What follows belongs to an exercise in optimizing a design on an open flow for small area, a short achievable clock period and few clock cycles per item; a production flow would make more cautious choices.
RTL that was checked went through simulation tests only; none was proved equivalent to the original.
Function not checked in runs 1 to 4 and 7: the RTL went through the layout flow alone.
Power and IR drop assume default switching activity.

## flow/run.sh

```bash
#!/bin/bash
# Standard layout, with plain buffers (not delay cells) on the ports.
set -euo pipefail
export BUFFER_PORTS_ARGS="-buffer_cell sky130_fd_sc_hd__buf_1"
bash standard.sh > standard.log 2>&1
```

## standard.sh

```bash
#!/bin/bash
# synth_recipe.tcl (not shown) runs the flow's synth.tcl, then flattens the netlist and writes it again
# the make line also repeats each setting of config.mk as NAME=value (left out here)
make -C /OpenROAD-flow-scripts/flow DESIGN_CONFIG=/design/flow/config.mk WORK_HOME=/design/flow/orfs CLKGATE_MAP_FILE= SYNTH_SCRIPT=/design/flow/synth_recipe.tcl "${@:-finish}"
```

## config.mk

```make
export PLATFORM = sky130hd
export DESIGN_NAME = gsm7_septet
export DESIGN_NICKNAME = gsm7_septet
export VERILOG_FILES = /design/flow/design.v
export SDC_FILE = /design/flow/constraint.sdc
export NUM_CORES = 4
export LEC_CHECK = 0
export CAP_MARGIN = 20
export CORE_MARGIN = 2
export CORE_UTILIZATION = 40
export SETUP_SLACK_MARGIN = 4
export SLEW_MARGIN = 20
```

## constraint.sdc

```tcl
create_clock -name core_clock -period 7.0 [get_ports {clk}]
set_input_delay 1.4000 -clock core_clock [delete_from_list [all_inputs] [get_ports {clk}]]
set_output_delay 1.4000 -clock core_clock [all_outputs]
set_load 0.01 [all_outputs]
```

## design.v

```verilog
module gsm7_septet (
    input  wire        clk,
    input  wire        rst,           
    input  wire        cmd_valid,
    output wire        cmd_ready,
    input  wire [2:0]  cmd_op,
    input  wire [15:0] cmd_len,
    input  wire [7:0]  cmd_hdr_len,
    input  wire        in_valid,
    output wire        in_ready,
    input  wire [31:0] in_data,
    output wire        out_valid,
    input  wire        out_ready,
    output wire [7:0]  out_data,
    output wire        res_valid,
    input  wire        res_ready,
    output wire [7:0]  res_err,
    output wire [7:0]  res_count
);
    reg         busy;        
    reg         crdy;        
    reg         rv;          
    reg         flt;         
    reg         m_pack;      
    reg         m_hex;       
    reg         pre;         
    reg         more;        
    reg  [10:0] rem;         
    reg  [7:0]  cnt;         
    reg  [2:0]  hl;          
    reg         hexhi;       
    reg         skip;        
    reg  [4:0]  err;
    reg         sv;          
    reg  [7:0]  sq;          
    reg  [1:0]  sc;          
    reg  [14:0] acc;         
    reg  [3:0]  k;           
    reg  [7:0]  od;          
    reg  [3:0]  lo;          
    reg         ov;          
    reg         olo;         
    function automatic [7:0] hexc(input [3:0] d);
        reg g;
        begin
            g = d[3] & (d[2] | d[1]);                    
            hexc = {1'b0, g, ~g, ~g, ~g & d[3],
                    g ? (d[2] & (d[1] | d[0])) : d[2],
                    g ? ~(d[1] ^ d[0]) : d[1],
                    d[0] ^ g};
        end
    endfunction
    wire len_big = (|cmd_len[15:11]) | (cmd_len[10] & (|cmd_len[9:0]));
    wire op_pack = (cmd_op == 3'd0);
    wire op_hdr  = (cmd_op == 3'd1);
    reg  [4:0] pf;
    always @* begin
        if (cmd_op[2] & cmd_op[1])                     pf = 5'h10;
        else if (len_big)                              pf = 5'h12;
        else if (cmd_op == 3'd5)                       pf = 5'h03;
        else if (op_pack & (|cmd_len[10:8]))           pf = 5'h19;
        else if (op_hdr & (cmd_hdr_len > 8'd6))        pf = 5'h17;
        else if (op_hdr & (cmd_len[10:0] > 11'd248))   pf = 5'h19;
        else                                           pf = 5'h00;
    end
    wire pf_any = |pf;
    wire c_pack = (op_pack | op_hdr) & ~pf_any;
    wire [7:0] len_byte = cmd_len[7:0] + {5'd0, op_hdr, op_hdr, op_hdr};
    wire hl_nz   = |hl;
    wire auto_st = pre & ~hl_nz;                     
    wire pre_bit = pre & cnt[2] & cnt[1];            
    wire s_lo    = m_hex & (sc == 2'd0);             
    wire move    = sv & (~k[3] | s_lo);              
    wire sfree   = ~sv | move;
    wire done_in = ~pre & ~more & ~sv;
    assign in_ready = (pre ? hl_nz : more) & (skip | sfree);
    wire fire  = in_valid & in_ready;
    wire st1   = auto_st ? (skip | sfree) : fire;    
    wire sload = st1 & ~skip;                        
    wire hi24 = |in_data[31:8];
    wire c_dig = (in_data[7:4] == 4'h3) & (in_data[3:0] <= 4'h9);
    wire c_let = ~in_data[7] & in_data[6] & (in_data[4:3] == 2'b00) &
                 (in_data[2:0] != 3'd0) & (in_data[2:0] != 3'd7);
    wire c_hex = ~hi24 & (c_dig | c_let);
    wire [3:0] hv = {in_data[3] | in_data[6],
                     in_data[2] ^ (in_data[6] & in_data[1] & in_data[0]),
                     in_data[1] ^ (in_data[6] & in_data[0]),
                     in_data[0] ^ in_data[6]};
    reg  [7:0] sx;
    reg  [1:0] sw;
    reg        st_fault;
    reg  [4:0] st_err;
    reg        st_commit;   
    always @* begin
        sx = in_data[7:0]; sw = 2'd0; st_fault = hi24; st_err = 5'h13; st_commit = 1'b0;
        if (pre) begin
            if (auto_st) begin
                sx = 8'd0;
                if (pre_bit) sw = 2'd2;
            end
        end else if (m_pack) begin
            sx = {1'b0, in_data[6:0]};
            sw = 2'd1;
            st_fault = hi24 | in_data[7];
            st_err = 5'h18;
        end else if (m_hex) begin
            st_err = 5'h15;
            st_fault = ~c_hex;
            if (!hexhi) begin
                sx = {hv, 4'd0};
                sw = 2'd3;
                if (c_hex & (rem == 11'd1)) begin st_fault = 1'b1; st_err = 5'h16; end
            end else begin
                sx = {4'd0, hv};
                st_commit = 1'b1;
            end
        end else begin
            st_commit = 1'b1;
        end
    end
    wire        k7  = &k[2:0];
    wire [14:0] ins = {7'd0, sq} << k[2:0];
    wire [14:0] tot = acc | (move ? ins : 15'd0);
    wire [3:0]  kw  = (sc == 2'd0) ? {1'b1, k[2:0]} :
                      (sc == 2'd1) ? ({1'b0, k[2:0]} + 4'd7) :
                      (sc == 2'd2) ? ({1'b0, k[2:0]} + 4'd1) : {1'b0, k[2:0]};
    wire [3:0]  kt  = move ? kw : k;
    wire ofree  = ~ov | (out_ready & (olo | ~m_pack));
    wire av_go  = (sc == 2'd0) | ((sc == 2'd1) & (|k[2:0])) | (((sc == 2'd2) | ~m_pack) & k7);
    wire av_no  = k[3] | (m_pack ? (done_in & (|k[2:0])) : k7);
    wire avail  = move ? av_go : av_no;
    wire load   = ofree & avail;
    wire left   = k[3] | (m_pack ? (|k[2:0]) : k7);      
    assign out_valid = ov;
    assign out_data  = od;
    assign res_valid = rv;
    assign res_err   = {3'd0, err};
    assign res_count = flt ? 8'd0 : cnt;
    assign cmd_ready = crdy;
    always @(posedge clk) begin
        if (rst) begin
            busy <= 1'b0;
            crdy <= 1'b1;
            rv   <= 1'b0;
            ov   <= 1'b0;
            pre  <= 1'b0;
            more <= 1'b0;
            sv   <= 1'b0;
        end else begin
            if (!busy) begin
                if (cmd_valid) begin
                    busy   <= 1'b1;
                    crdy   <= 1'b0;
                    flt    <= pf_any;
                    m_pack <= c_pack;
                    m_hex  <= (cmd_op == 3'd2);
                    pre    <= op_hdr & ~pf_any;
                    more   <= ~pf_any & (|cmd_len[10:0]);
                    rem    <= cmd_len[10:0];
                    cnt    <= 8'd0;
                    hl     <= cmd_hdr_len[2:0];
                    hexhi  <= 1'b0;
                    skip   <= pf_any;
                    err    <= pf;
                    acc    <= {7'd0, len_byte & {8{c_pack}}};
                    k      <= {c_pack, 3'd0};
                end
            end else begin
                if (fire & ~pre) begin
                    rem  <= rem - 11'd1;
                    more <= (rem != 11'd1);
                end
                if (fire & pre) hl <= hl - 3'd1;
                if (pre_bit & st1) pre <= 1'b0;
                if (fire & ~skip & st_fault) begin
                    skip <= 1'b1;
                    flt  <= 1'b1;
                    err  <= st_err;
                end
                if (m_hex & fire) hexhi <= ~hexhi;
                if (pre ? st1 : (sload & (m_pack | st_commit)))
                    cnt <= cnt + ((~m_pack & (cnt[2:0] == 3'd6)) ? 8'd2 : 8'd1);
                if (sload & st_commit & (cnt == 8'd158))
                    skip <= 1'b1;                           
                if (sload) begin
                    sv <= 1'b1;
                    sq <= sx;
                    sc <= sw;
                end else if (move)
                    sv <= 1'b0;
                if (ov & out_ready) begin
                    if (m_pack & ~olo) begin
                        olo <= 1'b1;
                        od  <= hexc(lo);
                    end else
                        ov  <= 1'b0;
                end
                if (load) begin
                    od  <= m_pack ? hexc(tot[7:4]) : {1'b0, tot[6:0]};
                    lo  <= tot[3:0];
                    ov  <= 1'b1;
                    olo <= 1'b0;
                    if (m_pack) begin
                        acc <= {8'd0, tot[14:8]};
                        k   <= kt[3] ? {1'b0, kt[2:0]} : 4'd0;
                    end else begin
                        acc <= {7'd0, tot[14:7]};
                        k   <= kt - 4'd7;
                    end
                end else begin
                    acc <= tot;
                    k   <= kt;
                end
                if (!rv && done_in && !left && ofree)
                    rv <= 1'b1;
                if (rv && res_ready) begin
                    rv   <= 1'b0;
                    busy <= 1'b0;
                    crdy <= 1'b1;
                end
            end
        end
    end
endmodule
```

==> results of run 1 <==
==> cell type report <==
type | instances | area share
well taps | 180 | 0.0337
inverters | 27 | 0.0152
multi-input cells | 463 | 0.481
clock inverters | 3 | 0.00356
clock buffers | 13 | 0.0406
repair buffers | 110 | 0.0766
flip-flops and latches | 80 | 0.349
==> flip-flops by register name, indices dropped and copies added, names as in the netlist, 2 cells and up <==
name and count:
acc 15, rem 11, cnt 8, sq 8, od 7, err 5, k 4, lo 4
hl 3, sc 2
==> cells in the mapped netlist (all sizes together) (6+ instances only) <==
cell type / count / area (um^2)
buf: 18 / 108
ha: 17 / 213
nand2: 42 / 158
nand4: 6 / 37.5
nor3b: 6 / 45.0
a221oi: 6 / 52.6
a21oi: 42 / 210
and3: 9 / 56.3
a211oi: 6 / 45.0
nor2: 67 / 251
mux2i: 18 / 180
nor2b: 14 / 87.6
a32oi: 7 / 61.3
inv: 27 / 101
o21ai: 33 / 165
dfxtp: 7 / 140
clkbuf: 22 / 82.6
nand2b: 11 / 68.8
and2: 6 / 37.5
a31oi: 6 / 37.5
nand3: 17 / 85.1
nor3: 16 / 80.1
nor4: 11 / 68.8
or3: 6 / 37.5
xnor2: 13 / 114
xor2: 10 / 87.6
edfxtp: 73 / 2190
==> worst paths after layout <==
check	startpoint	end	slack, ps	cells past startpoint
max reg2reg	sc[1]	od[1]	4220	9
max	cmd_hdr_len[7]	skip	3990	7
min reg2reg	crdy	crdy	520	2
min	crdy	crdy	520	2
==> routing by layer <==
metal  GRT usage  share of wire  wire length (um)  vias to the layer above
li1            -              -                 -                     2440
met1       0.283           0.43              6830                     2509
met2       0.352           0.47              7550                      217
met3      0.0302          0.068              1090                       33
met4      0.0941          0.028               442                        0
met5           0              0                 0                        -
==> cells in the final DEF (no fill, tap or decap), drive strengths merged, types with 10 or more instances in the layout <==
cell type  instances
a21oi             42
buf              107
clkbuf            16
edfxtp            73
ha                17
inv               27
mux2i             18
nand2             42
nand2b            11
nand3             17
nor2              67
nor2b             14
nor3              16
nor4              11
o21ai             33
xnor2             13
xor2              10
==> report_power, final <==
part	total (mW)	leakage [nW]	switching, mW	internal [mW]
Clock	0.466	0.137	0.193	0.272
Sequential	0.573	0.739	0.0197	0.554
Combinational	0.230	1.49	0.143	0.0874
==> metrics by stage <==
step	total power, mW	setup WS (ps)	utilization
6_report	1.27	3990	0.483
5_1_grt	1.32	3980	0.483
4_1_cts	1.26	4010	0.470
3_5_place_dp	0.793	3420	0.442
3_3_place_gp	0.788	3530	0.442
2_1_floorplan	0.728	3890	-
==> critical path, cell delays in order <==
cell and delay, ps:
buf_1 70, or4_1 520, a311o_1 380, o21ai_4 250
a21oi_1 100, o22ai_1 250, nand2_1 130
==> repair_timing <==
item / in CTS / in global routing
hold buffers: 0 / 0
endpoints found under the setup margin: 53 / 51
cloned: 0 / 1
pin swaps: 0 / 11
buffers inserted: 10 / 9
gates resized for setup: 11 / 23
endpoints found under the hold margin: 0 / 0
==> kinds of logic after synthesis <==
family	count (synthesis)	synth area share
other	1	0.000664
XOR/XNOR	23	0.0356
adder cells (fa/ha/maj)	19	0.0447
buffers and inverters	67	0.0516
AO/OA/AOI/OAI	156	0.188
AND/OR/NAND/NOR	236	0.215
flip-flops	80	0.413
multiplexers	24	0.0518
==> results.sh, run 1 <==
export IMPL_status="finished clean"
export IMPL_final_seq_area_um2=2330
export IMPL_arrival_ps=3100
export IMPL_drt_iter0_markers=447
export IMPL_nets=775
export IMPL_cts_buffers=9
export IMPL_gp_congestion=0.910
export IMPL_start_util=0.409
export IMPL_coreArea_um2=13800
export IMPL_power_per_cell_area_nw_per_um2=190
export IMPL_die_area_um2=15100
export IMPL_slew_violations=0
export IMPL_fin_skew_ps=10.4
export IMPL_max_freq_mhz=332
export IMPL_worstMarginPinSlew_ps=930
export IMPL_cts_buffer_depth=2
export IMPL_grt_pass1_vias=4960
export IMPL_antenna_left=0
export IMPL_route_detailed_drc=0
export IMPL_synth_edff_count=73
export IMPL_peakVddDrop_mv=0.107
export IMPL_design_area_um2=6680
export IMPL_cts_tree="built"
export IMPL_dr_total_vias=5199
export IMPL_endpoint_kind="flop"
export IMPL_pin_count=93
export IMPL_clkSlewWorstSetupHoldPaths_ps=60
export IMPL_ys_types=75
export IMPL_hold_class="reg2reg"
export IMPL_p_leak_nw=2.37
export IMPL_wire_per_inst_um=18.2
export IMPL_rsz0062_at_grt="yes"
export IMPL_antenna_cells=0
export IMPL_grt_usage=0.215
export IMPL_fillers=1310
export IMPL_antenna_found_initial=0
export IMPL_clockRootBuffer="clkbuf_16"
export IMPL_required_ps=7090
export IMPL_min_period_ps=3010
export IMPL_via_per_inst=5.93
export IMPL_place_area_um2=6110
export IMPL_layoutNonFillerInstCount=876
export IMPL_grt_start_max_net_pins=54
export IMPL_die_w_um=123
export IMPL_setup_violations=0
export IMPL_ys_warn_count=1
export IMPL_grt_overflow=0
export IMPL_slew_headroom=0.380
export IMPL_yosysSeqAreaShare=0.413
export IMPL_start_kind="input port"
export IMPL_worst_hold_slack_ps=518
export IMPL_rows=43
export IMPL_maxCapViolations=0
export IMPL_fin_setup_tns_ps=0
export IMPL_hpwl_um=11500
export IMPL_syn_area_um2=5650
export IMPL_synth_area_per_cell_um2=9.33
export IMPL_crit_fanout=5
export IMPL_synth_main_ff_cell="edfxtp_1"
export IMPL_critPathKind="in2reg"
export IMPL_port_buffer_count=88
export IMPL_die_y_um=123
export IMPL_multi_input_area_um2=3220
export IMPL_finalHoldViolations=0
export IMPL_min_period_over_period=0.430
export IMPL_synthCells=606
export IMPL_ys_ff_latch=80
export IMPL_drt_wl_total_um=15900
export IMPL_synthArstFlopShare=0
export IMPL_drive_gt1_frac=0.124
export IMPL_dr_pass1_iters=5
export IMPL_dp_cells=840
export IMPL_numClockSinks=80
export IMPL_grt_pass1_wl_um=25000
export IMPL_area_growth_pct=18.3
export IMPL_clk_latency_ps=360
export IMPL_htreeDepth=3
==> run 2: changes to the inputs <==
--- a/config.mk
+++ b/config.mk
@@ -9,4 +9,4 @@
 export CORE_MARGIN = 2
 export CORE_UTILIZATION = 40
-export SETUP_SLACK_MARGIN = 4
+export SETUP_SLACK_MARGIN = 4.5
 export SLEW_MARGIN = 20
==> results.sh, run 2 <==
export IMPL_hpwl_um=11300
export IMPL_numClockSinks=80
export IMPL_maxCapViolations=0
export IMPL_holdPathStages=2
export IMPL_min_period_over_period=0.420
export IMPL_area_growth_pct=33.6
export IMPL_largest_register="acc"
export IMPL_synth_top_area_share=0.388
export IMPL_fin_setup_tns_ps=0
export IMPL_reg_top3="acc x15, rem x11"
export IMPL_synth_edff_count=73
export IMPL_grt_usage=0.220
export IMPL_start_kind="input port"
export IMPL_yosysSeqAreaShare=0.413
export IMPL_final_seq_area_um2=2330
export IMPL_ys_warn_count=1
export IMPL_drt_iter0_markers=398
export IMPL_cts_tree="built"
export IMPL_min_period_ps=2940
export IMPL_layoutNonFillerInstCount=916
export IMPL_largest_register_ff_count=15
export IMPL_ys_top_cells_by_area="edfxtp_1 39%, nor2_1 4.4%, ha_1 3.8%, a21oi_1 3.7%, mux2i_1 3.2%"
export IMPL_worstMarginPinSlew_ps=876
export IMPL_synthArstFlopShare=0
export IMPL_clockRootBuffer="clkbuf_16"
export IMPL_antenna_cells=0
export IMPL_synth_largest_area_cell="edfxtp_1"
export IMPL_worst_hold_slack_ps=526
export IMPL_dr_total_vias=5344
export IMPL_synth_area_per_cell_um2=9.33
export IMPL_synth_main_ff_cell="edfxtp_1"
export IMPL_fillers=1201
export IMPL_hp_start="crdy"
export IMPL_antenna_found_initial=0
export IMPL_timing_rr_end="err[0]"
export IMPL_worst_r2r_setup_slack_ps=4200
export IMPL_endpoint_kind="flop"
export IMPL_peakVddDrop_mv=0.134
export IMPL_htreeDepth=3
export IMPL_hold_buffers=0
export IMPL_grt_start_max_net_pins=41
export IMPL_rsz0062_at_grt="yes"
export IMPL_multi_input_area_um2=3580
export IMPL_arrival_ps=3100
export IMPL_grt_overflow=0
export IMPL_place_area_um2=6230
export IMPL_design_area_um2=7550
export IMPL_start_util=0.409
export IMPL_route_detailed_drc=0
export IMPL_pin_count=93
export IMPL_nets=816
export IMPL_p_leak_nw=2.77
export IMPL_coreArea_um2=13800
export IMPL_drive_gt1_frac=0.276
export IMPL_fin_skew_ps=3.48
export IMPL_crit_fanout=5
export IMPL_fin_util=0.546
export IMPL_max_freq_mhz=340
export IMPL_dp_slack_ps=3500
export IMPL_die_w_um=123
export IMPL_port_buffer_count=88
export IMPL_required_ps=7160
export IMPL_clkSlewWorstSetupHoldPaths_ps=60
export IMPL_min_delay_worst_endpoint="crdy"
export IMPL_wire_per_inst_um=18.5
export IMPL_netlist_top_cells_count="73 x edfxtp_1, 67 x nor2_1, 42 x a21oi_1, 42 x nand2_1"
export IMPL_slew_violations=0
export IMPL_hold_class="reg2reg"
export IMPL_mostFrequentLayoutCells="73 x edfxtp_1, 64 x nor2_1, 63 x buf_1"
export IMPL_synthCells=606
export IMPL_status="finished clean"
export IMPL_total_power_mw=1.40
export IMPL_fin_ws_ps=4060
export IMPL_dp_cells=839
export IMPL_cts_buffers=9
export IMPL_rows=43
export IMPL_grt_pass1_wl_um=25800
export IMPL_ys_types=75
export IMPL_layout_commonest_cell="edfxtp_1"
export IMPL_slew_headroom=0.416
export IMPL_yosysMostFrequentCell="edfxtp_1"
export IMPL_clk_latency_ps=340
export IMPL_power_per_cell_area_nw_per_um2=185
export IMPL_finalHoldViolations=0
export IMPL_grt_pass1_vias=5019
export IMPL_cp_startpoint="cmd_hdr_len[7]"
export IMPL_dr_pass1_iters=6
export IMPL_gp_congestion=0.851
export IMPL_critPathKind="in2reg"
export IMPL_cts_buffer_depth=2
export IMPL_setup_violations=0
export IMPL_drt_wl_total_um=17000
export IMPL_reg2reg_depth=5
export IMPL_ys_ff_latch=80
export IMPL_die_y_um=123
export IMPL_syn_area_um2=5650
export IMPL_via_per_inst=5.83
export IMPL_rr_startpoint="rem[5]"
export IMPL_antenna_left=0
export IMPL_die_area_um2=15100
run 2: layer usage:
metal / wire, um / track usage
met5: 0 / 0
met1: 7300 / 0.295
met4: 374 / 0.0869
met3: 835 / 0.0316
met2: 8450 / 0.359
run 2: layout make-up:
type,count,share of cell area
clock buffers,9,0.0298
clock inverters,6,0.0144
multi-input cells,463,0.474
flip-flops and latches,80,0.309
repair buffers,151,0.127
inverters,27,0.0149
well taps,180,0.0298
run 2: worst max-delay path by stage:
stage | to | slack (ps) | cells past startpoint
3_3_place_gp | acc[6] | 3550 | 10
3_5_place_dp | acc[3] | 3500 | 7
2_1_floorplan | acc[4] | 3890 | 10
5_1_grt | acc[0] | 3990 | 7
6_report | acc[5] | 4060 | 7
4_1_cts | in_ready | 4080 | 4
run 2: logic make-up (layout without fill, tap and decap cells):
kind of cell               count (synthesis)  in the layout  synth area share
other                                      1              4          0.000664
xor gates and xnor gates                  23             23            0.0356
adders and majority gates                 19             19            0.0447
AOI/OAI and AO/OA                        156            156             0.188
and+or+nand+nor                          236            237             0.215
buffers and inverters                     67            193            0.0516
muxes                                     24             24            0.0518
DFF                                       80             80             0.413
run 2: repair_timing:
action,CTS,global route
gates resized for setup,62,59
cloned,1,1
buffers inserted,41,19
setup endpoints to repair,117,83
pin swaps,26,34
hold endpoints to repair,0,0
run 2: critical path: stages:
cell and delay, ps:
buf_1 70, or4_1 500, a311o_1 370, o21ai_4 250, and4_4 330, a32oi_1 80, o31ai_1 100
run 2: report_power, final:
| part | internal (mW) | switching [mW] |
|---|---|---|
| logic | 0.121 | 0.163 |
| clock network | 0.346 | 0.195 |
| registers | 0.553 | 0.0195 |
| total | 1.02 | 0.377 |
==> run 3: changes to the inputs <==
--- a/design.v
+++ b/design.v
@@ -35,4 +35,5 @@
     reg  [7:0]  sq;          
     reg  [1:0]  sc;          
+    reg         slo;         
     reg  [14:0] acc;         
     reg  [3:0]  k;           
@@ -65,11 +66,10 @@
     end
     wire pf_any = |pf;
-    wire c_pack = (op_pack | op_hdr) & ~pf_any;
+    wire c_pack = op_pack | op_hdr;
     wire [7:0] len_byte = cmd_len[7:0] + {5'd0, op_hdr, op_hdr, op_hdr};
     wire hl_nz   = |hl;
     wire auto_st = pre & ~hl_nz;                     
     wire pre_bit = pre & cnt[2] & cnt[1];            
-    wire s_lo    = m_hex & (sc == 2'd0);             
-    wire move    = sv & (~k[3] | s_lo);              
+    wire move    = sv & (~k[3] | slo);               
     wire sfree   = ~sv | move;
     wire done_in = ~pre & ~more & ~sv;
@@ -138,4 +138,5 @@
     assign res_count = flt ? 8'd0 : cnt;
     assign cmd_ready = crdy;
+    wire take = ~busy & cmd_valid;
     always @(posedge clk) begin
         if (rst) begin
@@ -147,76 +148,82 @@
             more <= 1'b0;
             sv   <= 1'b0;
+        end else if (take) begin
+            busy <= 1'b1;
+            crdy <= 1'b0;
+            pre  <= op_hdr & ~pf_any;
+            more <= ~pf_any & (|cmd_len[10:0]);
+            sv   <= 1'b0;
+        end else if (busy) begin
+            if (fire & ~pre)
+                more <= (rem != 11'd1);
+            if (pre_bit & st1)
+                pre <= 1'b0;
+            if (sload)
+                sv <= 1'b1;
+            else if (move)
+                sv <= 1'b0;
+            if (ov & out_ready & ~(m_pack & ~olo))
+                ov <= 1'b0;
+            if (load)
+                ov <= 1'b1;
+            if (!rv && done_in && !left && ofree)
+                rv <= 1'b1;
+            if (rv && res_ready) begin
+                rv   <= 1'b0;
+                busy <= 1'b0;
+                crdy <= 1'b1;
+            end
+        end
+    end
+    always @(posedge clk) begin
+        if (take) begin
+            flt    <= pf_any;
+            m_pack <= c_pack;
+            m_hex  <= (cmd_op == 3'd2);
+            rem    <= cmd_len[10:0];
+            cnt    <= 8'd0;
+            hl     <= cmd_hdr_len[2:0];
+            hexhi  <= 1'b0;
+            skip   <= pf_any;
+            err    <= pf;
+            acc    <= {7'd0, len_byte & {8{c_pack}}};
+            k      <= {c_pack, 3'd0};
         end else begin
-            if (!busy) begin
-                if (cmd_valid) begin
-                    busy   <= 1'b1;
-                    crdy   <= 1'b0;
-                    flt    <= pf_any;
-                    m_pack <= c_pack;
-                    m_hex  <= (cmd_op == 3'd2);
-                    pre    <= op_hdr & ~pf_any;
-                    more   <= ~pf_any & (|cmd_len[10:0]);
-                    rem    <= cmd_len[10:0];
-                    cnt    <= 8'd0;
-                    hl     <= cmd_hdr_len[2:0];
-                    hexhi  <= 1'b0;
-                    skip   <= pf_any;
-                    err    <= pf;
-                    acc    <= {7'd0, len_byte & {8{c_pack}}};
-                    k      <= {c_pack, 3'd0};
+            if (fire & ~pre)
+                rem <= rem - 11'd1;
+            if (fire & pre) hl <= hl - 3'd1;
+            if (fire & ~skip & st_fault) begin
+                skip <= 1'b1;
+                flt  <= 1'b1;
+                err  <= st_err;
+            end
+            if (m_hex & fire) hexhi <= ~hexhi;
+            if (pre ? st1 : (sload & (m_pack | st_commit)))
+                cnt <= cnt + ((~m_pack & (cnt[2:0] == 3'd6)) ? 8'd2 : 8'd1);
+            if (sload & st_commit & (cnt == 8'd158))
+                skip <= 1'b1;                           
+            if (sload) begin
+                sq  <= sx;
+                sc  <= sw;
+                slo <= m_hex & hexhi;
+            end
+            if (ov & out_ready & m_pack & ~olo) begin
+                olo <= 1'b1;
+                od  <= hexc(lo);
+            end
+            if (load) begin
+                od  <= m_pack ? hexc(tot[7:4]) : {1'b0, tot[6:0]};
+                lo  <= tot[3:0];
+                olo <= 1'b0;
+                if (m_pack) begin
+                    acc <= {8'd0, tot[14:8]};
+                    k   <= kt[3] ? {1'b0, kt[2:0]} : 4'd0;
+                end else begin
+                    acc <= {7'd0, tot[14:7]};
+                    k   <= kt - 4'd7;
                 end
             end else begin
-                if (fire & ~pre) begin
-                    rem  <= rem - 11'd1;
-                    more <= (rem != 11'd1);
-                end
-                if (fire & pre) hl <= hl - 3'd1;
-                if (pre_bit & st1) pre <= 1'b0;
-                if (fire & ~skip & st_fault) begin
-                    skip <= 1'b1;
-                    flt  <= 1'b1;
-                    err  <= st_err;
-                end
-                if (m_hex & fire) hexhi <= ~hexhi;
-                if (pre ? st1 : (sload & (m_pack | st_commit)))
-                    cnt <= cnt + ((~m_pack & (cnt[2:0] == 3'd6)) ? 8'd2 : 8'd1);
-                if (sload & st_commit & (cnt == 8'd158))
-                    skip <= 1'b1;                           
-                if (sload) begin
-                    sv <= 1'b1;
-                    sq <= sx;
-                    sc <= sw;
-                end else if (move)
-                    sv <= 1'b0;
-                if (ov & out_ready) begin
-                    if (m_pack & ~olo) begin
-                        olo <= 1'b1;
-                        od  <= hexc(lo);
-                    end else
-                        ov  <= 1'b0;
-                end
-                if (load) begin
-                    od  <= m_pack ? hexc(tot[7:4]) : {1'b0, tot[6:0]};
-                    lo  <= tot[3:0];
-                    ov  <= 1'b1;
-                    olo <= 1'b0;
-                    if (m_pack) begin
-                        acc <= {8'd0, tot[14:8]};
-                        k   <= kt[3] ? {1'b0, kt[2:0]} : 4'd0;
-                    end else begin
-                        acc <= {7'd0, tot[14:7]};
-                        k   <= kt - 4'd7;
-                    end
-                end else begin
-                    acc <= tot;
-                    k   <= kt;
-                end
-                if (!rv && done_in && !left && ofree)
-                    rv <= 1'b1;
-                if (rv && res_ready) begin
-                    rv   <= 1'b0;
-                    busy <= 1'b0;
-                    crdy <= 1'b1;
-                end
+                acc <= tot;
+                k   <= kt;
             end
         end
--- a/config.mk
+++ b/config.mk
@@ -9,4 +9,4 @@
 export CORE_MARGIN = 2
 export CORE_UTILIZATION = 40
-export SETUP_SLACK_MARGIN = 4.5
+export SETUP_SLACK_MARGIN = 4.3
 export SLEW_MARGIN = 20
==> results.sh, run 3 <==
export IMPL_area_growth_pct=24.4
export IMPL_finalHoldViolations=0
export IMPL_min_period_over_period=0.410
export IMPL_clk_latency_ps=340
export IMPL_die_w_um=120
export IMPL_dr_total_vias=5135
export IMPL_peakVddDrop_mv=0.147
export IMPL_synth_largest_area_cell="edfxtp_1"
export IMPL_fin_skew_ps=10.6
export IMPL_nets=793
export IMPL_mostFrequentLayoutCells="73 x buf_1, 57 x nor2_1, 52 x nand2_1"
export IMPL_antenna_left=0
export IMPL_ys_warn_count=1
export IMPL_synth_area_per_cell_um2=8.83
export IMPL_die_y_um=120
export IMPL_die_area_um2=14400
export IMPL_syn_area_um2=5400
export IMPL_clkSlewWorstSetupHoldPaths_ps=60
export IMPL_cts_buffers=9
export IMPL_place_area_um2=5920
export IMPL_start_util=0.409
export IMPL_drt_wl_total_um=15400
export IMPL_ys_types=78
export IMPL_reg2reg_depth=8
export IMPL_drive_gt1_frac=0.190
export IMPL_min_period_ps=2870
export IMPL_layout_commonest_cell="buf_1"
export IMPL_hold_buffers=0
export IMPL_rsz0062_at_grt="yes"
export IMPL_rows=42
export IMPL_synth_main_ff_cell="edfxtp_1"
export IMPL_required_ps=5600
export IMPL_synthCells=611
export IMPL_gp_congestion=0.931
export IMPL_pin_count=93
export IMPL_port_buffer_count=88
export IMPL_wire_per_inst_um=17.3
export IMPL_grt_pass1_wl_um=24900
export IMPL_htreeDepth=3
export IMPL_layoutNonFillerInstCount=890
export IMPL_coreArea_um2=13200
export IMPL_slew_headroom=0.406
export IMPL_grt_start_max_net_pins=43
export IMPL_reg_top3="acc x15, rem x11"
export IMPL_dr_pass1_iters=5
export IMPL_cts_tree="built"
export IMPL_largest_register_ff_count=15
export IMPL_max_freq_mhz=348
export IMPL_endpoint_kind="primary output"
export IMPL_p_leak_nw=2.42
export IMPL_arrival_ps=1470
export IMPL_worstMarginPinSlew_ps=868
export IMPL_ys_top_cells_by_area="edfxtp_1 26%, dfxtp_1 13%, nor2_1 4.2%, a21oi_1 4.1%, ha_1 3.9%"
export IMPL_largest_register="acc"
export IMPL_cts_buffer_depth=2
export IMPL_status="finished clean"
export IMPL_maxCapViolations=0
export IMPL_critPathKind="reg2out"
export IMPL_yosysSeqAreaShare=0.386
export IMPL_clockRootBuffer="clkbuf_16"
export IMPL_dp_cells=848
export IMPL_antenna_found_initial=0
export IMPL_power_per_cell_area_nw_per_um2=237
export IMPL_numClockSinks=81
export IMPL_fin_setup_tns_ps=0
export IMPL_design_area_um2=6710
export IMPL_start_kind="flop"
export IMPL_slew_violations=0
export IMPL_grt_overflow=0
export IMPL_synth_top_area_share=0.256
export IMPL_route_detailed_drc=0
export IMPL_grt_pass1_vias=4820
export IMPL_via_per_inst=5.77
export IMPL_hold_class="reg2reg"
export IMPL_drt_iter0_markers=397
export IMPL_netlist_top_cells_count="61 x nor2_1, 55 x nand2_1, 46 x edfxtp_1"
export IMPL_yosysMostFrequentCell="nor2_1"
export IMPL_holdPathStages=2
export IMPL_ys_ff_latch=81
export IMPL_setup_violations=0
export IMPL_hpwl_um=11300
export IMPL_synthArstFlopShare=0
export IMPL_antenna_cells=0
export IMPL_grt_usage=0.217
export IMPL_crit_fanout=2
export IMPL_synth_edff_count=46
-- run 3: path summary, 6_finish.rpt --
kind | end | startpoint | slack [ps]
max | in_ready | hl[0] | 4130
min | cnt[7] | cnt[7] | 500
max reg2reg | od[1] | slo | 4390
min reg2reg | cnt[7] | cnt[7] | 500
-- run 3: final cells by class --
| cell class | instances | area [um^2] |
|---|---|---|
| inverters | 27 | 110 |
| multi-input cells | 473 | 3310 |
| fillers | 1234 | 6480 |
| flip-flops and latches | 81 | 2090 |
| clock buffers | 11 | 243 |
| clock inverters | 5 | 103 |
| repair inverters | 1 | 5.00 |
| repair buffers | 116 | 629 |
| well taps | 176 | 220 |
-- run 3: kinds of logic after synthesis --
family	share of synthesized area
adders and majority gates	0.0468
and+or+nand+nor	0.240
other	0.000695
AOI/OAI and AO/OA	0.190
xor gates and xnor gates	0.0390
muxes	0.0499
DFF	0.386
buffers and inverters	0.0478
-- run 3: repair_timing --
| item | CTS | global route |
|---|---|---|
| pin swaps | 10 | 25 |
| buffers inserted | 12 | 13 |
| gates cloned | 0 | 1 |
| resized for setup | 38 | 42 |
| setup endpoints to repair | 69 | 53 |
-- run 3: power by group --
group          switching [mW]  total (mW)  internal, mW
Combinational           0.259       0.442         0.183
Clock                   0.193       0.551         0.358
Sequential             0.0360       0.601         0.565
Total                   0.488        1.59          1.11
-- run 3: metal layers --
metal / GRT usage / vias to the layer above / routed length (um)
met2: 0.342 / 192 / 7270
met4: 0.0956 / 0 / 374
met3: 0.0257 / 27 / 891
li1: - / 2457 / -
met5: 0 / - / 0
met1: 0.301 / 2459 / 6900
-- run 3: metrics by stage --
stage | util | setup slack (ps) | power [mW] | hold WS [ps]
global route | 0.509 | 4100 | 1.67 | 536
detailed placement | 0.449 | 3690 | 0.988 | 493
finish | 0.509 | 4130 | 1.59 | 501
floorplan | - | 4070 | 0.885 | 432
global placement | 0.449 | 3700 | 0.984 | 478
CTS | 0.490 | 4150 | 1.56 | 502
-- run 3: worst max-delay path: stages, from the launching register on --
cell	delay, ps
edfxtp_1	360
inv_2	50
ha_2	180
and3b_2	220
nor3_2	150
buf_2	170
==> run 4: changes to the inputs <==
--- a/config.mk
+++ b/config.mk
@@ -9,4 +9,4 @@
 export CORE_MARGIN = 2
 export CORE_UTILIZATION = 40
-export SETUP_SLACK_MARGIN = 4.3
+export SETUP_SLACK_MARGIN = 4
 export SLEW_MARGIN = 20
==> results.sh, run 4 <==
export IMPL_status="finished clean"
export IMPL_ys_warn_count=1
export IMPL_fin_setup_tns_ps=0
export IMPL_critPathKind="reg2out"
export IMPL_min_period_over_period=0.422
export IMPL_drt_wl_total_um=14800
export IMPL_synth_largest_area_cell="edfxtp_1"
export IMPL_synth_area_per_cell_um2=8.83
export IMPL_cts_buffer_depth=2
export IMPL_fin_skew_ps=7.46
export IMPL_wire_per_inst_um=17.0
export IMPL_finalHoldViolations=0
export IMPL_setup_violations=0
export IMPL_port_buffer_count=88
export IMPL_grt_pass1_wl_um=23900
export IMPL_yosysSeqAreaShare=0.386
export IMPL_synth_main_ff_cell="edfxtp_1"
export IMPL_drt_iter0_markers=327
export IMPL_synthArstFlopShare=0
export IMPL_cp_startpoint="sv"
export IMPL_numClockSinks=81
export IMPL_drive_gt1_frac=0.105
export IMPL_fin_ws_ps=4050
export IMPL_antenna_cells=0
export IMPL_required_ps=5600
export IMPL_coreArea_um2=13200
export IMPL_grt_start_max_net_pins=39
export IMPL_p_sw_frac=0.326
export IMPL_largest_register="acc"
export IMPL_clkSlewWorstSetupHoldPaths_ps=60
export IMPL_arrival_ps=1550
export IMPL_area_growth_pct=15.6
export IMPL_ys_ff_latch=81
export IMPL_power_switching_mw=0.463
export IMPL_synth_edff_count=46
export IMPL_syn_area_um2=5400
export IMPL_die_area_um2=14400
export IMPL_slew_violations=0
export IMPL_clk_latency_ps=330
export IMPL_grt_overflow=0
export IMPL_pin_count=93
export IMPL_power_per_cell_area_nw_per_um2=228
export IMPL_via_per_inst=5.74
export IMPL_rr_startpoint="k[0]"
export IMPL_hold_buffers=0
export IMPL_ys_top_cells_by_area="edfxtp_1 26%, dfxtp_1 13%, nor2_1 4.2%, a21oi_1 4.1%, ha_1 3.9%"
export IMPL_seqPwrFrac=0.431
export IMPL_grt_pass1_vias=4563
export IMPL_netlist_top_cells_count="61 x nor2_1, 55 x nand2_1, 46 x edfxtp_1"
export IMPL_cts_buffers=9
export IMPL_place_area_um2=5850
export IMPL_peakVddDrop_mv=0.107
export IMPL_clockRootBuffer="clkbuf_16"
export IMPL_layout_commonest_cell="buf_1"
export IMPL_min_period_ps=2950
export IMPL_yosysMostFrequentCell="nor2_1"
export IMPL_p_leak_nw=2.21
export IMPL_gp_congestion=0.889
export IMPL_largest_register_ff_count=15
export IMPL_rows=42
export IMPL_design_area_um2=6230
export IMPL_worstMarginPinSlew_ps=649
export IMPL_hpwl_um=11100
export IMPL_cts_tree="built"
export IMPL_hold_class="reg2reg"
export IMPL_mostFrequentLayoutCells="84 x buf_1, 59 x nor2_1, 55 x nand2_1"
export IMPL_antenna_left=0
export IMPL_start_kind="flop"
export IMPL_max_freq_mhz=339
export IMPL_antenna_found_initial=0
export IMPL_hp_start="acc[12]"
export IMPL_maxCapViolations=0
export IMPL_rsz0062_at_grt="no"
export IMPL_slew_headroom=0.555
export IMPL_internal_power_mw=0.957
export IMPL_route_detailed_drc=0
export IMPL_nets=773
export IMPL_die_y_um=120
export IMPL_crit_fanout=14
export IMPL_dp_slack_ps=3110
export IMPL_clkPwrFrac=0.305
export IMPL_start_util=0.409
export IMPL_reg_top3="acc x15, rem x11"
export IMPL_combinationalPowerShare=0.264
export IMPL_grt_usage=0.207
export IMPL_htreeDepth=3
export IMPL_ys_types=78
export IMPL_die_w_um=120
export IMPL_synth_top_area_share=0.256
export IMPL_fillers=1295
export IMPL_synthCells=611
export IMPL_dr_total_vias=4991
export IMPL_dr_pass1_iters=5
export IMPL_endpoint_kind="primary output"
[run 4: critical path, stage by stage, from the launching register on]
cell and delay, ps:
dfxtp_2 500, nor4bb_4 500, nor3_2 70, buf_2 160
[run 4: cell families (layout without fill, tap and decap cells)]
kind of cell,Yosys count,after routing,synth area share
and+or+nand+nor,253,253,0.240
muxes,22,22,0.0499
other,1,4,0.000695
adders and majority gates,19,19,0.0468
AOI/OAI and AO/OA,151,151,0.190
DFF,81,81,0.386
xor gates and xnor gates,24,24,0.0390
buffers and inverters,60,140,0.0478
[run 4: what timing repair did]
action,in CTS,in global routing
gates cloned,0,0
endpoints found under the hold margin,0,0
setup endpoints to repair,41,47
gates resized for setup,16,7
pin swaps,1,1
setup buffers,2,4
[run 4: per-stage QoR]
step                      total power, mW  hold slack, ps  utilization  cells
after CTS                            1.42             476        0.469    866
after global placement              0.969             450        0.443    848
after global routing                 1.49             499        0.473    870
final                                1.42             474        0.473    870
after detailed placement            0.977             461        0.443    848
after floorplan                     0.875             432            -    614
[run 4: worst paths after layout]
kind                                  to  slack [ps]  depth (start not counted)
worst min-delay path             acc[12]         470                          2
worst max register to register     od[1]        4240                          8
worst min register to register   acc[12]         470                          2
worst max-delay path            in_ready        4050                          3
[run 4: cell type report]
class                      instances  area (um^2)  area share
clock buffer                      10          239      0.0383
clock inverter                     6         33.8     0.00542
inverter                          27          108      0.0173
multi-input combinational        473         3140       0.503
sequential                        81         2090       0.335
tap                              176          220      0.0353
timing repair buffer              97          407      0.0652
[run 4: layer usage]
metal / wire, um / up-vias / global-route usage
met5: 0 / - / 0
met4: 249 / 0 / 0.0684
met3: 844 / 20 / 0.0228
met2: 6990 / 178 / 0.331
met1: 6680 / 2384 / 0.293
li1: - / 2409 / -
[run 4: power groups by stage]
stage / logic [mW] / clock network [mW] / registers, mW
final: 0.374 / 0.434 / 0.612
after global routing: 0.412 / 0.462 / 0.618
after CTS: 0.366 / 0.443 / 0.611
after detailed placement: 0.357 / 0 / 0.620
after global placement: 0.351 / 0 / 0.618
after floorplan: 0.273 / 0 / 0.602
==> run 5: changes to the inputs <==
--- a/design.v
+++ b/design.v
@@ -208,10 +208,9 @@
                 slo <= m_hex & hexhi;
             end
-            if (ov & out_ready & m_pack & ~olo) begin
+            if (ov & out_ready & m_pack & ~olo)
                 olo <= 1'b1;
-                od  <= hexc(lo);
-            end
+            if (load | (ov & out_ready & m_pack & ~olo))
+                od  <= m_pack ? hexc(load ? tot[7:4] : lo) : {1'b0, tot[6:0]};
             if (load) begin
-                od  <= m_pack ? hexc(tot[7:4]) : {1'b0, tot[6:0]};
                 lo  <= tot[3:0];
                 olo <= 1'b0;
==> results.sh, run 5 <==
export IMPL_status="finished clean"
export IMPL_max_freq_mhz=327
export IMPL_antenna_found_initial=0
export IMPL_grt_pass1_wl_um=22500
export IMPL_start_kind="input port"
export IMPL_grt_usage=0.200
export IMPL_arrival_ps=3350
export IMPL_die_w_um=118
export IMPL_holdPathStages=2
export IMPL_cts_buffers=9
export IMPL_endpoint_kind="flop"
export IMPL_min_delay_worst_endpoint="acc[9]"
export IMPL_ys_top_cells_by_area="edfxtp_1 27%, dfxtp_1 13%, nor2_1 4.8%, a21oi_1 4.4%, o21ai_0 3.9%"
export IMPL_cp_startpoint="cmd_len[6]"
export IMPL_slew_headroom=0.553
export IMPL_area_growth_pct=18.6
export IMPL_ys_ff_latch=81
export IMPL_start_util=0.411
export IMPL_dp_cells=834
export IMPL_setup_violations=0
export IMPL_timing_rr_end="od[2]"
export IMPL_largest_register="acc"
export IMPL_numClockSinks=81
export IMPL_antenna_cells=0
export IMPL_power_per_cell_area_nw_per_um2=250
export IMPL_grt_start_max_net_pins=30
export IMPL_gp_congestion=0.885
export IMPL_coreArea_um2=12700
export IMPL_clockRootBuffer="clkbuf_16"
export IMPL_internal_power_mw=1.07
export IMPL_hold_class="reg2reg"
export IMPL_clkSlewWorstSetupHoldPaths_ps=60
export IMPL_ys_warn_count=1
export IMPL_cp_slowest_stage_delay_ps=530
export IMPL_dr_pass1_iters=8
export IMPL_nets=764
export IMPL_cts_buffer_depth=2
export IMPL_critPathSlowestCell="or4_4"
export IMPL_yosysMostFrequentCell="nor2_1"
export IMPL_crit_chain="buf_8 > or4_4 > o41ai_2 > nand3_1 > a211o_1 > or3_4 > a21oi_2 > o21a_1"
export IMPL_largest_register_ff_count=15
export IMPL_hpwl_um=10700
export IMPL_dp_slack_ps=3500
export IMPL_netlist_top_cells_count="67 x nor2_1, 54 x nand2_1, 46 x a21oi_1, 46 x edfxtp_1, 41 x o21ai_0"
export IMPL_htreeDepth=3
export IMPL_required_ps=7290
export IMPL_hp_start="acc[9]"
export IMPL_worstMarginPinSlew_ps=665
export IMPL_slew_violations=0
export IMPL_reg_top3="acc x15, rem x11"
export IMPL_yosysSeqAreaShare=0.400
export IMPL_drive_gt1_frac=0.111
export IMPL_p_leak_nw=2.23
export IMPL_rows=41
export IMPL_rsz0062_at_grt="yes"
export IMPL_rr_startpoint="sv"
export IMPL_crit_fanout=4
export IMPL_via_per_inst=5.57
export IMPL_fin_setup_tns_ps=0
export IMPL_worst_r2r_setup_slack_ps=4200
export IMPL_route_detailed_drc=0
export IMPL_syn_area_um2=5210
export IMPL_synth_main_ff_cell="edfxtp_1"
export IMPL_seqPwrFrac=0.401
export IMPL_port_buffer_count=88
export IMPL_clkPwrFrac=0.348
export IMPL_drt_iter0_markers=441
export IMPL_critPathKind="in2reg"
export IMPL_synth_top_area_share=0.265
export IMPL_fin_skew_ps=9.01
export IMPL_drt_wl_total_um=14100
export IMPL_fin_ws_ps=3940
export IMPL_ys_types=67
export IMPL_wire_per_inst_um=16.4
export IMPL_synth_largest_area_cell="edfxtp_1"
export IMPL_p_sw_frac=0.306
export IMPL_synthArstFlopShare=0
export IMPL_layoutNonFillerInstCount=858
export IMPL_clk_latency_ps=340
export IMPL_min_period_ps=3060
export IMPL_reg2reg_depth=8
export IMPL_synth_edff_count=46
export IMPL_layout_commonest_cell="buf_1"
export IMPL_min_period_over_period=0.437
export IMPL_hold_buffers=0
export IMPL_fillers=1237
export IMPL_antenna_left=0
export IMPL_dr_total_vias=4781
export IMPL_mostFrequentLayoutCells="80 x buf_1, 63 x nor2_1, 53 x nand2_1"
export IMPL_cts_tree="built"
export IMPL_die_y_um=118
export IMPL_power_switching_mw=0.474
export IMPL_peakVddDrop_mv=0.141
export IMPL_synthCells=599
export IMPL_finalHoldViolations=0
export IMPL_grt_overflow=0
export IMPL_die_area_um2=14000
export IMPL_pin_count=93
export IMPL_grt_pass1_vias=4433
export IMPL_synth_area_per_cell_um2=8.70
export IMPL_combinationalPowerShare=0.251
export IMPL_maxCapViolations=0
-- run 5: worst max path at each step --
stage               endpoint  slack (ps)  cells after the start
global route            more        3860                      8
floorplan                flt        3810                      5
finish                  more        3940                      8
detailed placement      more        3500                      8
CTS                     more        3930                      8
global placement         flt        3560                      6
-- run 5: kinds of logic after synthesis --
group,count (synthesis),synth area share
compound gates,153,0.183
xor+xnor,27,0.0454
fa+ha+maj,18,0.0461
buf+inv,54,0.0432
flops,81,0.400
mux,23,0.0509
other cells,1,0.000720
simple gates,242,0.231
-- run 5: layout make-up --
cell class / instances / area, um^2 / share of cell area
repair inverters: 1 / 5.00 / 0.000810
multi-input cells: 467 / 3000 / 0.486
well taps: 172 / 215 / 0.0348
inverters: 22 / 90.1 / 0.0146
clock inverters: 5 / 104 / 0.0168
flip-flops and latches: 81 / 2090 / 0.338
clock buffers: 11 / 233 / 0.0376
repair buffers: 99 / 445 / 0.0721
-- run 5: timing repair --
item / CTS / global route
setup buffers: 3 / 4
gates cloned: 0 / 1
resized for setup: 17 / 22
endpoints found under the setup margin: 27 / 54
pin swaps: 2 / 3
-- run 5: worst max-delay path, delay by kind of cell --
| family | cells | cell delay [ps] |
|---|---|---|
| AND/OR/NAND/NOR | 3 | 1090 |
| AO/OA/AOI/OAI | 4 | 750 |
| buffers and inverters | 1 | 90 |
-- run 5: through the flow --
| stage | area, um^2 | hold slack (ps) | total power [mW] | util |
|---|---|---|---|---|
| after detailed placement | 5670 | 463 | 0.993 | 0.447 |
| after CTS | 6070 | 478 | 1.53 | 0.479 |
| after global routing | 6180 | 515 | 1.63 | 0.488 |
| final | 6180 | 473 | 1.55 | 0.488 |
| after floorplan | 5230 | 431 | 0.884 | - |
| after global placement | 5670 | 456 | 0.984 | 0.447 |
-- run 5: power by group through the flow --
stage | Clock (mW) | Sequential (mW) | Combinational [mW]
2_1_floorplan | 0 | 0.603 | 0.282
3_3_place_gp | 0 | 0.626 | 0.359
3_5_place_dp | 0 | 0.628 | 0.366
4_1_cts | 0.544 | 0.618 | 0.372
5_1_grt | 0.563 | 0.628 | 0.435
6_report | 0.538 | 0.621 | 0.389
-- run 5: metal layers --
metal	up-vias	GRT usage	part of all wire
li1	2339	-	-
met1	2277	0.284	0.47
met2	148	0.310	0.46
met3	17	0.0299	0.058
met4	0	0.0700	0.014
met5	-	0	0
Testbench counts of run 5, summed over its fixed seeds: cycles 40,152, items 28,162.
==> run 6: changes to the inputs <==
--- a/config.mk
+++ b/config.mk
@@ -8,5 +8,6 @@
 export CAP_MARGIN = 20
 export CORE_MARGIN = 2
-export CORE_UTILIZATION = 40
+export CORE_UTILIZATION = 75
+export CTS_BUF_LIST = sky130_fd_sc_hd__clkbuf_8
 export SETUP_SLACK_MARGIN = 4
 export SLEW_MARGIN = 20
==> results.sh, run 6 <==
export IMPL_cts_buffers=9
export IMPL_synth_area_per_cell_um2=8.70
export IMPL_dr_pass1_iters=5
export IMPL_mostFrequentLayoutCells="81 x buf_1, 64 x nor2_1, 53 x nand2_1"
export IMPL_grt_start_max_net_pins=38
export IMPL_power_switching_mw=0.465
export IMPL_via_per_inst=6.69
export IMPL_drive_gt1_frac=0.106
export IMPL_fin_setup_tns_ps=0
export IMPL_antenna_left=0
export IMPL_crit_chain="buf_8 > or4_4 > o41ai_2 > nand3_1 > a211o_1 > or3_4 > a21oi_2 > o21a_1"
export IMPL_slew_violations=0
export IMPL_pin_count=93
export IMPL_hold_class="reg2reg"
export IMPL_route_detailed_drc=0
export IMPL_grt_pass1_vias=4731
export IMPL_yosysMostFrequentCell="nor2_1"
export IMPL_rows=30
export IMPL_rr_startpoint="k[3]"
export IMPL_coreArea_um2=6760
export IMPL_crit_fanout=4
export IMPL_reg_top3="acc x15, rem x11"
export IMPL_ys_types=67
export IMPL_max_freq_mhz=329
export IMPL_arrival_ps=3340
export IMPL_internal_power_mw=0.852
export IMPL_start_kind="input port"
export IMPL_drt_iter0_markers=587
export IMPL_clkPwrFrac=0.232
export IMPL_gp_congestion=0.945
export IMPL_synth_largest_area_cell="edfxtp_1"
export IMPL_worst_r2r_setup_slack_ps=4110
export IMPL_min_period_ps=3040
export IMPL_cts_tree="built"
export IMPL_finalHoldViolations=0
export IMPL_reg2reg_depth=10
export IMPL_ys_top_cells_by_area="edfxtp_1 27%, dfxtp_1 13%, nor2_1 4.8%, a21oi_1 4.4%, o21ai_0 3.9%"
export IMPL_grt_overflow=0
export IMPL_min_delay_worst_endpoint="acc[9]"
export IMPL_critPathKind="in2reg"
export IMPL_netlist_top_cells_count="67 x nor2_1, 54 x nand2_1, 46 x a21oi_1, 46 x edfxtp_1, 41 x o21ai_0"
export IMPL_timing_rr_end="od[1]"
export IMPL_antenna_cells=0
export IMPL_hpwl_um=9960
export IMPL_min_period_over_period=0.434
export IMPL_die_area_um2=7630
export IMPL_peakVddDrop_mv=0.144
export IMPL_dp_cells=742
export IMPL_worst_hold_slack_ps=484
export IMPL_wire_per_inst_um=18.5
export IMPL_start_util=0.771
export IMPL_yosysSeqAreaShare=0.400
export IMPL_hp_start="acc[9]"
export IMPL_cts_buffer_depth=2
export IMPL_clkSlewWorstSetupHoldPaths_ps=80
export IMPL_die_w_um=87.4
export IMPL_p_sw_frac=0.353
export IMPL_synthArstFlopShare=0
export IMPL_drt_wl_total_um=14100
export IMPL_layoutNonFillerInstCount=766
export IMPL_maxCapViolations=0
export IMPL_fin_skew_ps=6.85
export IMPL_clockRootBuffer="clkbuf_8"
export IMPL_ys_ff_latch=81
export IMPL_antenna_found_initial=0
export IMPL_layout_commonest_cell="buf_1"
export IMPL_critPathSlowestCell="or4_4"
export IMPL_power_per_cell_area_nw_per_um2=224
export IMPL_htreeDepth=3
export IMPL_largest_register_ff_count=15
export IMPL_ys_warn_count=1
export IMPL_setup_violations=0
export IMPL_nets=764
export IMPL_combinationalPowerShare=0.297
export IMPL_port_buffer_count=88
export IMPL_clk_latency_ps=360
export IMPL_cp_slowest_stage_delay_ps=540
export IMPL_synthCells=599
export IMPL_endpoint_kind="flop"
export IMPL_numClockSinks=81
export IMPL_area_growth_pct=12.8
export IMPL_largest_register="acc"
export IMPL_p_leak_nw=2.15
export IMPL_seqPwrFrac=0.471
export IMPL_slew_headroom=0.580
export IMPL_syn_area_um2=5210
export IMPL_rsz0062_at_grt="yes"
export IMPL_required_ps=7300
export IMPL_status="finished clean"
export IMPL_synth_edff_count=46
export IMPL_fin_util=0.870
export IMPL_synth_top_area_share=0.265
export IMPL_worstMarginPinSlew_ps=627
export IMPL_grt_usage=0.375
export IMPL_synth_main_ff_cell="edfxtp_1"
export IMPL_die_y_um=87.4
export IMPL_dr_total_vias=5128
export IMPL_holdPathStages=2
export IMPL_grt_pass1_wl_um=22200
==> run 6: cell counts after synthesis <==
No cell type changed its count.
==> run 6: cells by family (layout without fill, tap and decap cells) <==
kind of cell	after synthesis	after routing	share of synthesized area
AO/OA/AOI/OAI	153	153	0.183
XOR/XNOR	27	27	0.0454
adder cells (fa/ha/maj)	18	18	0.0461
buffers and inverters	54	138	0.0432
flip-flops	81	81	0.400
multiplexers	23	23	0.0509
other	1	4	0.000720
AND/OR/NAND/NOR	242	242	0.231
==> run 6: power groups by stage <==
stage	Sequential, mW	Combinational [mW]	Clock, mW
after detailed placement	0.627	0.362	0
final	0.621	0.391	0.305
after global routing	0.627	0.427	0.324
after global placement	0.624	0.349	0
after floorplan	0.603	0.282	0
after CTS	0.617	0.374	0.302
==> run 6: how the worst max path moves through the flow <==
stage | endpoint | cells after the start | from | slack (ps)
after floorplan | flt | 5 | cmd_len[6] | 3810
after global placement | skip | 6 | cmd_len[6] | 3590
after detailed placement | more | 8 | cmd_len[6] | 3500
after CTS | more | 8 | cmd_len[5] | 3900
after global routing | more | 8 | cmd_len[4] | 3910
final | more | 8 | cmd_len[4] | 3960
==> run 6: critical path, delay by kind of cell <==
family	cells	cell delay, ps
buf+inv	1	100
simple gates	3	1100
compound gates	4	740
==> run 6: layout make-up <==
| cell class | count | area (um^2) |
|---|---|---|
| clock inverter | 7 | 46.3 |
| multi-input combinational | 467 | 2980 |
| timing repair buffer | 100 | 452 |
| clock buffer | 9 | 124 |
| tap | 80 | 100 |
| fill | 372 | 876 |
| inverter | 22 | 86.3 |
| sequential | 81 | 2090 |
==> run 6: metrics by stage <==
step | worst slack [ps] | instance area [um^2] | total power, mW
detailed placement | 3500 | 5550 | 0.989
floorplan | 3810 | 5230 | 0.884
finish | 3960 | 5880 | 1.32
global placement | 3590 | 5550 | 0.973
CTS | 3900 | 5780 | 1.29
global route | 3910 | 5880 | 1.38
==> run 6: timing repair <==
item,CTS,global route
setup buffers,3,5
hold endpoints to repair,0,0
setup endpoints to repair,14,36
resized for setup,13,23
cloned,0,0
hold buffers,0,0
pin swaps,4,3
==> run 6: layer usage <==
metal / vias up / wire length, um / track usage
li1: 2329 / - / -
met1: 2375 / 5410 / 0.494
met2: 370 / 6790 / 0.616
met3: 54 / 1500 / 0.0673
met4: 0 / 434 / 0.144
met5: - / 0 / 0
==> run 7: changes to the inputs <==
--- a/design.v
+++ b/design.v
@@ -177,5 +177,5 @@
     end
     always @(posedge clk) begin
-        if (take) begin
+        if (!busy) begin
             flt    <= pf_any;
             m_pack <= c_pack;
--- a/config.mk
+++ b/config.mk
@@ -8,5 +8,5 @@
 export CAP_MARGIN = 20
 export CORE_MARGIN = 2
-export CORE_UTILIZATION = 75
+export CORE_UTILIZATION = 60
 export CTS_BUF_LIST = sky130_fd_sc_hd__clkbuf_8
 export SETUP_SLACK_MARGIN = 4
==> results.sh, run 7 <==
export IMPL_status="finished clean"
export IMPL_peakVddDrop_mv=0.103
export IMPL_fin_setup_tns_ps=0
export IMPL_port_buffer_count=88
export IMPL_worst_hold_slack_ps=502
export IMPL_cts_buffers=9
export IMPL_route_detailed_drc=0
export IMPL_p_leak_nw=2.15
export IMPL_pin_count=93
export IMPL_synth_top_area_share=0.264
export IMPL_numClockSinks=81
export IMPL_clk_latency_ps=370
export IMPL_cp_slowest_stage_delay_ps=370
export IMPL_reg_top3="acc x15, rem x11"
export IMPL_die_area_um2=9480
export IMPL_netlist_top_cells_count="74 x nor2_1, 54 x nand2_1, 49 x a21oi_1"
export IMPL_die_w_um=97.4
export IMPL_cts_tree="built"
export IMPL_rr_startpoint="k[1]"
export IMPL_yosysSeqAreaShare=0.398
export IMPL_ys_ff_latch=81
export IMPL_ys_warn_count=1
export IMPL_design_area_um2=5930
export IMPL_drt_iter0_markers=273
export IMPL_min_period_ps=2970
export IMPL_start_kind="flop"
export IMPL_dr_pass1_iters=4
export IMPL_synthArstFlopShare=0
export IMPL_cp_num_cells=5
export IMPL_fin_skew_ps=19.2
export IMPL_min_period_over_period=0.425
export IMPL_multi_input_area_um2=2990
export IMPL_ys_top_cells_by_area="edfxtp_1 26%, dfxtp_1 13%, nor2_1 5.3%, a21oi_1 4.7%, nand2_1 3.9%"
export IMPL_synth_largest_area_cell="edfxtp_1"
export IMPL_required_ps=5600
export IMPL_crit_chain="inv_2 > ha_4 > and3b_2 > nor3_4 > buf_2"
export IMPL_drt_wl_total_um=13700
export IMPL_grt_start_max_net_pins=56
export IMPL_coreArea_um2=8590
export IMPL_grt_usage=0.287
export IMPL_reg2reg_depth=11
export IMPL_place_area_um2=5570
export IMPL_synth_main_ff_cell="edfxtp_1"
export IMPL_max_freq_mhz=336
export IMPL_cts_buffer_depth=2
export IMPL_antenna_found_initial=0
export IMPL_arrival_ps=1570
export IMPL_timing_rr_end="od[1]"
export IMPL_yosysMostFrequentCell="nor2_1"
export IMPL_dr_total_vias=4856
export IMPL_grt_overflow=0
export IMPL_clkSlewWorstSetupHoldPaths_ps=90
export IMPL_grt_pass1_vias=4586
export IMPL_antenna_cells=0
export IMPL_grt_pass1_wl_um=22000
export IMPL_finalHoldViolations=0
export IMPL_crit_path_end="in_ready"
export IMPL_gp_congestion=0.921
export IMPL_critPathKind="reg2out"
export IMPL_crit_fanout=2
export IMPL_ys_types=80
export IMPL_power_per_cell_area_nw_per_um2=190
export IMPL_nets=760
export IMPL_final_seq_area_um2=2090
export IMPL_worstMarginPinSlew_ps=772
export IMPL_antenna_left=0
export IMPL_synth_area_per_cell_um2=8.78
export IMPL_synth_edff_count=46
export IMPL_synthCells=596
export IMPL_rsz0062_at_grt="yes"
export IMPL_syn_area_um2=5230
export IMPL_crit_family="simple AND/OR/NAND/NOR gates"
export IMPL_slew_headroom=0.485
export IMPL_htreeDepth=3
export IMPL_start_util=0.609
export IMPL_worst_r2r_setup_slack_ps=4150
export IMPL_die_y_um=97.4
export IMPL_slew_violations=0
export IMPL_via_per_inst=6.15
export IMPL_critPathBufInv=2
export IMPL_clockRootBuffer="clkbuf_8"
export IMPL_maxCapViolations=0
export IMPL_mostFrequentLayoutCells="82 x buf_1, 72 x nor2_1, 54 x nand2_1"
export IMPL_critPathSlowestCell="edfxtp_1"
export IMPL_hpwl_um=9940
export IMPL_dp_slack_ps=3350
export IMPL_fillers=740
export IMPL_hold_class="reg2reg"
export IMPL_cp_startpoint="hl[0]"
export IMPL_layout_commonest_cell="buf_1"
export IMPL_largest_register_ff_count=15
export IMPL_area_growth_pct=13.3
export IMPL_drive_gt1_frac=0.106
export IMPL_rows=34
export IMPL_setup_violations=0
export IMPL_largest_register="acc"
export IMPL_endpoint_kind="primary output"
export IMPL_wire_per_inst_um=17.3
export IMPL_fin_ws_ps=4030
## run 7: changes by cell type after synthesis, sizes merged, moves of 6 or more
cell,before,now
nor2,67,75
xnor2,20,14
o21ai,42,32
nand2b,11,5
a31oi,8,15
buf,12,20
clkbuf,20,12
nand3,20,13
mux2,8,1
## run 7: cells by family (layout without fill, tap and decap cells)
| kind of cell | count (synthesis) | in the layout | share of synthesized area |
|---|---|---|---|
| simple gates | 246 | 246 | 0.242 |
| compound gates | 153 | 153 | 0.189 |
| fa+ha+maj | 18 | 18 | 0.0459 |
| buf+inv | 57 | 140 | 0.0512 |
| xor+xnor | 23 | 23 | 0.0385 |
| other cells | 1 | 4 | 0.000717 |
| mux | 17 | 17 | 0.0342 |
| flops | 81 | 81 | 0.398 |
## run 7: timing repair
item | in CTS | in global routing
hold buffers | 0 | 0
gates resized for setup | 14 | 19
buffers inserted | 6 | 2
endpoints found under the setup margin | 21 | 9
pin swaps | 3 | 4
## run 7: area by class of cell
class | instances | share of cell area
Clock buffer | 9 | 0.0209
Inverter | 25 | 0.0165
Multi-Input combinational cell | 461 | 0.504
Timing Repair Buffer | 99 | 0.0709
Tap cell | 108 | 0.0228
Sequential cell | 81 | 0.352
Clock inverter | 7 | 0.0131
## run 7: metal layers
layer | track usage | part of all wire
met1 | 0.377 | 0.44
met2 | 0.467 | 0.47
met3 | 0.0604 | 0.070
met5 | 0 | 0
met4 | 0.110 | 0.025
## run 7: power by group
part	switching [mW]	internal, mW	total, mW	leakage (nW)
logic	0.132	0.0796	0.212	1.33
registers	0.0228	0.536	0.559	0.723
clock network	0.189	0.168	0.357	0.100
## run 7: worst reg2reg max path, stage by stage, from the launching register on
cell	delay [ps]
dfxtp_2	440
inv_1	210
ha_1	210
nand3b_1	90
a2111o_1	450
o211a_4	170
inv_4	180
a21oi_1	110
ha_1	290
o21ai_0	100
a221oi_1	280
mux2i_1	100
## run 7: metrics by stage
| stage | std cells | utilization | power, mW |
|---|---|---|---|
| CTS | 788 | 0.682 | 1.12 |
| global route | 790 | 0.690 | 1.18 |
| finish | 790 | 0.690 | 1.13 |
| global placement | 766 | 0.648 | 0.759 |
| detailed placement | 766 | 0.648 | 0.764 |
| floorplan | 599 | - | 0.705 |
## run 7: how the worst min path moves through the flow
stage / start / end / slack (ps) / depth (start not counted)
after floorplan: acc[11] / acc[11] / 450 / 2
after global placement: acc[12] / acc[12] / 480 / 2
after detailed placement: acc[13] / acc[13] / 480 / 2
after CTS: acc[13] / acc[13] / 500 / 2
after global routing: acc[13] / acc[13] / 540 / 2
final: acc[11] / acc[11] / 500 / 2

[re-timing with driven ports]
No port has a modelled driver above. Below, the same layouts with a new extraction and two added sets of constraints. Step 1 assumes that a clkbuf_16 drives the clock port and a buf_2 every other input. Step 2 adds t to the input delays and takes it off the output delays; t is the mean of the earliest and latest rising clock arrival at the registers after step 1. Input paths then give back, and output paths get back, about the clock's delay inside the block. a / b / c = no drivers / after step 1 / after step 2; a / b = the first two.
run	t (ns)	setup WS [ns]	slew at the worst register clock pin (ns)	pins driven straight from the clock port
run 1	0.391	3.991 / 4.001 / 3.618	0.06 / 0.06	1
run 2	0.382	4.060 / 4.060 / 3.700	0.06 / 0.06	1
run 3	0.371	4.127 / 4.091 / 3.881	0.07 / 0.07	1
run 4	0.371	4.047 / 4.007 / 3.741	0.06 / 0.06	1
run 5	0.377	3.938 / 3.937 / 3.560	0.06 / 0.06	1
run 6	0.389	3.965 / 3.959 / 3.570	0.09 / 0.09	1
run 7	0.395	4.026 / 3.992 / 3.702	0.10 / 0.10	1
After both steps setup and hold are still met in every run listed. The setup slack of run 6, which loses most, moves by -0.006 ns with the drivers and by -0.395 ns with both steps.
